What follows belongs to an exercise in optimizing a design on an open flow for small area, a short achievable clock period and few clock cycles; a production flow would make more cautious choices. Where RTL was checked, it was by simulation tests only, not by an equivalence proof against the original. Power and IR drop assume default switching activity.

main:
==> flow/design.v <==
module swath_engine (
    input  wire        clk,
    input  wire        rst,
    input  wire        in_valid,
    output wire        in_ready,
    input  wire [5:0]  in_swath,
    input  wire        in_mirror,
    input  wire [63:0] in_sh_l,
    input  wire [63:0] in_sh_r,
    input  wire [63:0] in_lv_l,
    input  wire [63:0] in_lv_r,
    output wire        ev_valid,
    input  wire        ev_ready,
    output wire [15:0] ev_data,
    output wire        res_valid,
    output wire [6:0]  res_k
);
    localparam [2:0] G_IDLE   = 3'd0,    
                     G_SELCOL = 3'd1,
                     G_RCMD   = 3'd2,
                     G_RSEL   = 3'd3,
                     G_DATA   = 3'd4,
                     G_WR     = 3'd5,
                     G_END    = 3'd6;
    localparam [3:0] K_CMD = 4'd1, K_DATA = 4'd2, K_SELCOL = 4'd3,
                     K_SELROW = 4'd4, K_WRITE = 4'd5, K_END = 4'd6;
    wire [63:0] d_l  = in_sh_l ^ in_lv_l;
    wire [63:0] d_r  = in_sh_r ^ in_lv_r;
    wire [63:0] t_l  = {64{in_mirror}} & d_r;
    wire [63:0] t_r  = {64{in_mirror}} & d_l;
    wire [63:0] wl_m = (in_sh_l | t_l) & (~in_lv_l | t_l);
    wire [63:0] wr_m = (in_sh_r | t_r) & (~in_lv_r | t_r);
    wire [63:0] any_n   = d_l | d_r;
    reg [63:0] any, wl, wr;      
    reg [5:0]  sw;
    reg        rdy;              
    reg        full;             
    reg        fresh;            
    reg        sbr;              
    reg        men;              
    reg [3:0]  bq;               
    reg        bq_ok;            
    reg        sel;              
    reg        xv;               
    reg [5:0]  ridx;             
    reg        rbl, rbr;         
    reg        xd;               
    reg        rlast;            
    reg [2:0]  gs;               
    reg        first;            
    reg        last;             
    reg        bl, br;           
    reg [6:0]  k;                
    reg        evv;
    reg [15:0] evd;
    reg        endr;             
    reg        resv;
    reg [6:0]  resk;
    reg [1:0]  nq;               
    reg [5:0]  cq;               
    reg        hold;             
    integer    i;
    reg  [7:0]  gf;              
    reg  [7:0]  gp;              
    reg  [63:0] ip;              
    integer a, b;
    always @(*) begin
        gp[0] = 1'b0;
        for (a = 1; a < 8; a = a + 1) gp[a] = gp[a-1] | gf[a-1];
        for (a = 0; a < 8; a = a + 1) begin
            ip[8*a] = 1'b0;
            for (b = 1; b < 8; b = b + 1) ip[8*a+b] = ip[8*a+b-1] | any[8*a+b-1];
        end
    end
    wire [7:0]  gl  = gf & ~gp;              
    wire [63:0] pre = {{8{gp[7]}}, {8{gp[6]}}, {8{gp[5]}}, {8{gp[4]}},
                       {8{gp[3]}}, {8{gp[2]}}, {8{gp[1]}}, {8{gp[0]}}} | ip;
    wire [63:0] li  = any & ~ip;             
    reg  [5:0]  lo_idx;
    reg         lo_l, lo_r;
    integer c, d;
    always @(*) begin
        lo_idx = 6'd0;
        lo_l   = 1'b0;
        lo_r   = 1'b0;
        for (c = 0; c < 8; c = c + 1) begin
            lo_idx[5:3] = lo_idx[5:3] | ({3{gl[c]}} & c[2:0]);
            for (d = 0; d < 8; d = d + 1) begin
                lo_idx[2:0] = lo_idx[2:0] | ({3{gl[c] & li[8*c+d]}} & d[2:0]);
                lo_l = lo_l | (gl[c] & li[8*c+d] & wl[8*c+d]);
                lo_r = lo_r | (gl[c] & li[8*c+d] & wr[8*c+d]);
            end
        end
    end
    wire sb       = ~|any;                       
    wire sbk      = fresh ? (&bq) : sbr;
    wire nbk      = ~sbk;
    wire ext      = full & sel & ~xv & (|gf);    
    wire adv      = ~evv | ev_ready;
    wire gen_rsel = adv & (gs == G_RSEL);
    wire start    = adv & (gs == G_IDLE) & full & ~sel & nbk;
    wire take     = in_valid & rdy;
    wire retire   = full & ~sel & sbk;           
    wire nb_new   = start;                       
    wire drain    = ~endr & cq[0] & ~hold;
    assign in_ready  = rdy;
    assign ev_valid  = evv;
    assign ev_data   = evd;
    assign res_valid = resv;
    assign res_k     = resk;
    wire       full_n = take | (full & ~sbk);
    wire [1:0] nq_n   = nb_new ? (endr ? nq : {nq[0], 1'b1})
                               : (endr ? {1'b0, nq[1]} : nq);
    wire       hold_n = (retire & nq[0] | hold) & ~endr;
    wire [5:0] cq_n   = retire ? (drain ? cq : {cq[4:0], 1'b1})
                               : (drain ? {1'b0, cq[5:1]} : cq);
    wire       slot_n = take ? (bq_ok & (&bq)) : ~full_n;
    wire       rdy_n  = slot_n & ~cq_n[4] & ~(nq_n[0] & ~hold_n & cq_n[0]);
    always @(posedge clk) begin
        if (men) begin
            wl  <= wl_m;
            wr  <= wr_m;
            sw  <= in_swath;
        end
        for (i = 0; i < 64; i = i + 1)
            if (men || (ext && gl[i/8] && li[i])) any[i] <= men & any_n[i];
        sbr <= sb;
        for (i = 0; i < 4; i = i + 1) bq[i] <= ~|any_n[16*i +: 16];
        for (i = 0; i < 8; i = i + 1) begin
            gf[i] <= |any[8*i +: 8];
        end
        if (ext) begin
            ridx  <= lo_idx;
            rbl   <= lo_l;
            rbr   <= lo_r;
        end
    end
    always @(posedge clk) begin
        if (gen_rsel) begin
            bl   <= rbl;
            br   <= rbr;
            last <= xd ? sb : rlast;
            k    <= first ? 7'd1 : k + 7'd1;
        end
        if (adv) begin
            case (gs)
                G_IDLE:   evd <= {K_CMD, 12'd0};
                G_SELCOL: evd <= {K_SELCOL, sw, sw};
                G_RCMD:   evd <= {K_CMD, 12'd0};
                G_RSEL:   evd <= {K_SELROW, ridx, ridx};
                G_DATA:   evd <= {K_DATA, 12'd0};
                G_WR:     evd <= {K_WRITE, 4'd0, {4{br}}, {4{bl}}};
                default:  evd <= {K_END, 12'd0};
            endcase
        end
        resk <= endr ? k : 7'd0;
    end
    always @(posedge clk) begin
        if (rst) begin
            rdy   <= 1'b1;
            full  <= 1'b0;
            fresh <= 1'b0;
            bq_ok <= 1'b0;
            men   <= 1'b1;
            xd    <= 1'b0;
            sel   <= 1'b0;
            xv    <= 1'b0;
            gs    <= G_IDLE;
            first <= 1'b0;
            evv   <= 1'b0;
            endr  <= 1'b0;
            resv  <= 1'b0;
            nq    <= 2'd0;
            cq    <= 6'd0;
            hold  <= 1'b0;
        end else begin
            bq_ok <= in_valid & ~take;
            men   <= slot_n;
            xd    <= ext;
            if (xd) rlast <= sb;
            if (take)                            sel <= 1'b0;
            else if (adv && gs == G_SELCOL)      sel <= 1'b1;
            if (ext)           xv <= 1'b1;
            else if (gen_rsel) xv <= 1'b0;
            if (adv) begin
                case (gs)
                    G_IDLE: begin
                        evv <= full & ~sel & nbk;
                        if (full & ~sel & nbk) gs <= G_SELCOL;
                    end
                    G_SELCOL: begin evv <= 1'b1; gs <= G_RCMD; end
                    G_RCMD:   begin evv <= 1'b1; gs <= G_RSEL; end
                    G_RSEL:   begin evv <= 1'b1; gs <= G_DATA; end
                    G_DATA:   begin evv <= 1'b1; gs <= G_WR;   end
                    G_WR:     begin evv <= 1'b1; gs <= last ? G_END : G_RCMD; end
                    default:  begin evv <= 1'b1; gs <= G_IDLE; end
                endcase
            end
            if (start)         first <= 1'b1;
            else if (gen_rsel) first <= 1'b0;
            endr  <= evv & ev_ready & (evd[14:12] == K_END[2:0]);
            rdy   <= rdy_n;
            full  <= full_n;
            fresh <= take;
            resv  <= endr | drain;
            nq    <= nq_n;
            cq    <= cq_n;
            hold  <= hold_n;
        end
    end
endmodule
export LEC_CHECK = 0
export CAP_MARGIN = 20
export CORE_MARGIN = 2
export CORE_UTILIZATION = 40
export SLEW_MARGIN = 20
create_clock -name core_clock -period 10.0 [get_ports {clk}]
standard.sh (not shown) runs the stock make flow with config.mk's settings and CLKGATE_MAP_FILE= SYNTH_SCRIPT=/design/flow/synth_recipe.tcl, a recipe that flattens the netlist after the stock synthesis.
==> flow/flow/run.sh <==
#!/bin/bash
# Layout flow: the standard ORFS flow (standard synthesis, unchanged),
# with small port buffers and the timing repair aimed at extra setup slack.
set -euo pipefail
export BUFFER_PORTS_ARGS="-buffer_cell sky130_fd_sc_hd__buf_1"
export SETUP_SLACK_MARGIN=7.0
export CTS_CLUSTER_SIZE=30
export CTS_CLUSTER_DIAMETER=80
bash standard.sh > orfs_make.log 2>&1
Testbench counts of main, summed over its fixed seeds: cycles 19,783.
## Diff of input files: the feature branch against main
-- flow/design.v --
<<< main, line 39
    reg        sbr;              
    reg        men;              
    reg [3:0]  bq;               
    reg        bq_ok;            
    reg        sel;              
>>> the feature branch, line 39
    reg        sbr;              
    reg        men;              
    reg        bq;               
    reg        bq_ok;            
    reg        sel;              
<<< main, line 94
    end
    wire sb       = ~|any;                       
    wire sbk      = fresh ? (&bq) : sbr;
    wire nbk      = ~sbk;
    wire ext      = full & sel & ~xv & (|gf);    
>>> the feature branch, line 94
    end
    wire sb       = ~|any;                       
    wire sbk      = fresh ? bq : sbr;
    wire nbk      = ~sbk;
    wire ext      = full & sel & ~xv & (|gf);    
<<< main, line 115
    wire [5:0] cq_n   = retire ? (drain ? cq : {cq[4:0], 1'b1})
                               : (drain ? {1'b0, cq[5:1]} : cq);
    wire       slot_n = take ? (bq_ok & (&bq)) : ~full_n;
    wire       rdy_n  = slot_n & ~cq_n[4] & ~(nq_n[0] & ~hold_n & cq_n[0]);
    always @(posedge clk) begin
        if (men) begin
            wl  <= wl_m;
            wr  <= wr_m;
            sw  <= in_swath;
        end
        for (i = 0; i < 64; i = i + 1)
            if (men || (ext && gl[i/8] && li[i])) any[i] <= men & any_n[i];
        sbr <= sb;
        for (i = 0; i < 4; i = i + 1) bq[i] <= ~|any_n[16*i +: 16];
        for (i = 0; i < 8; i = i + 1) begin
            gf[i] <= |any[8*i +: 8];
>>> the feature branch, line 115
    wire [5:0] cq_n   = retire ? (drain ? cq : {cq[4:0], 1'b1})
                               : (drain ? {1'b0, cq[5:1]} : cq);
    wire       slot_n = take ? (bq_ok & bq) : ~full_n;
    wire       rdy_n  = slot_n & ~cq_n[4] & ~(nq_n[0] & ~hold_n & cq_n[0]);
    always @(posedge clk) begin
        if (men) begin
            any <= any_n;
            wl  <= wl_m;
            wr  <= wr_m;
            sw  <= in_swath;
        end else if (ext) begin
            any <= any & pre;
        end
        sbr <= sb;
        bq  <= ~|any_n;
        for (i = 0; i < 8; i = i + 1) begin
            gf[i] <= |any[8*i +: 8];
--- outcome ---
Taking main over the feature branch, the final wirelength ratio works out to 0.926. [compare] base=main new=the feature branch: maximum number of pins on one net before global-route repair shrank by 14%; instance count on the critical path grew by 6; flip-flop and latch count after synthesis shrank by 3. Diff main and the feature branch: power per cell area higher in main.
Function not checked in the feature branch: the RTL went through the layout flow alone.

==> afterwards: timing with drivers on the ports <==
In the flow no input, the clock included, has a driving cell. The finished layouts below were timed again as built, in two steps. Step 1, drivers: a clkbuf_16 drives clk and a buf_2 each remaining input, both assumed. Step 2 moves the port delays by t, midway between the first and last clock arrival at a register: inputs arrive t later, outputs are due t later. That takes back most of the time a late clock gives input paths. Slacks: ideal ports / drivers / drivers and shift; pairs: ideal ports / drivers.
run	t, ns	setup slack, ns	worst setup path at the end	cell pins on the clock port's net
main	0.558	6.953 / 6.901 / 6.582	input to register	1
the feature branch	0.555	6.647 / 6.679 / 6.123	input to register	1
After both steps setup and hold are still met in every run listed. The setup slack of the feature branch, which loses most, moves by +0.032 ns with the drivers and by -0.524 ns with both steps.
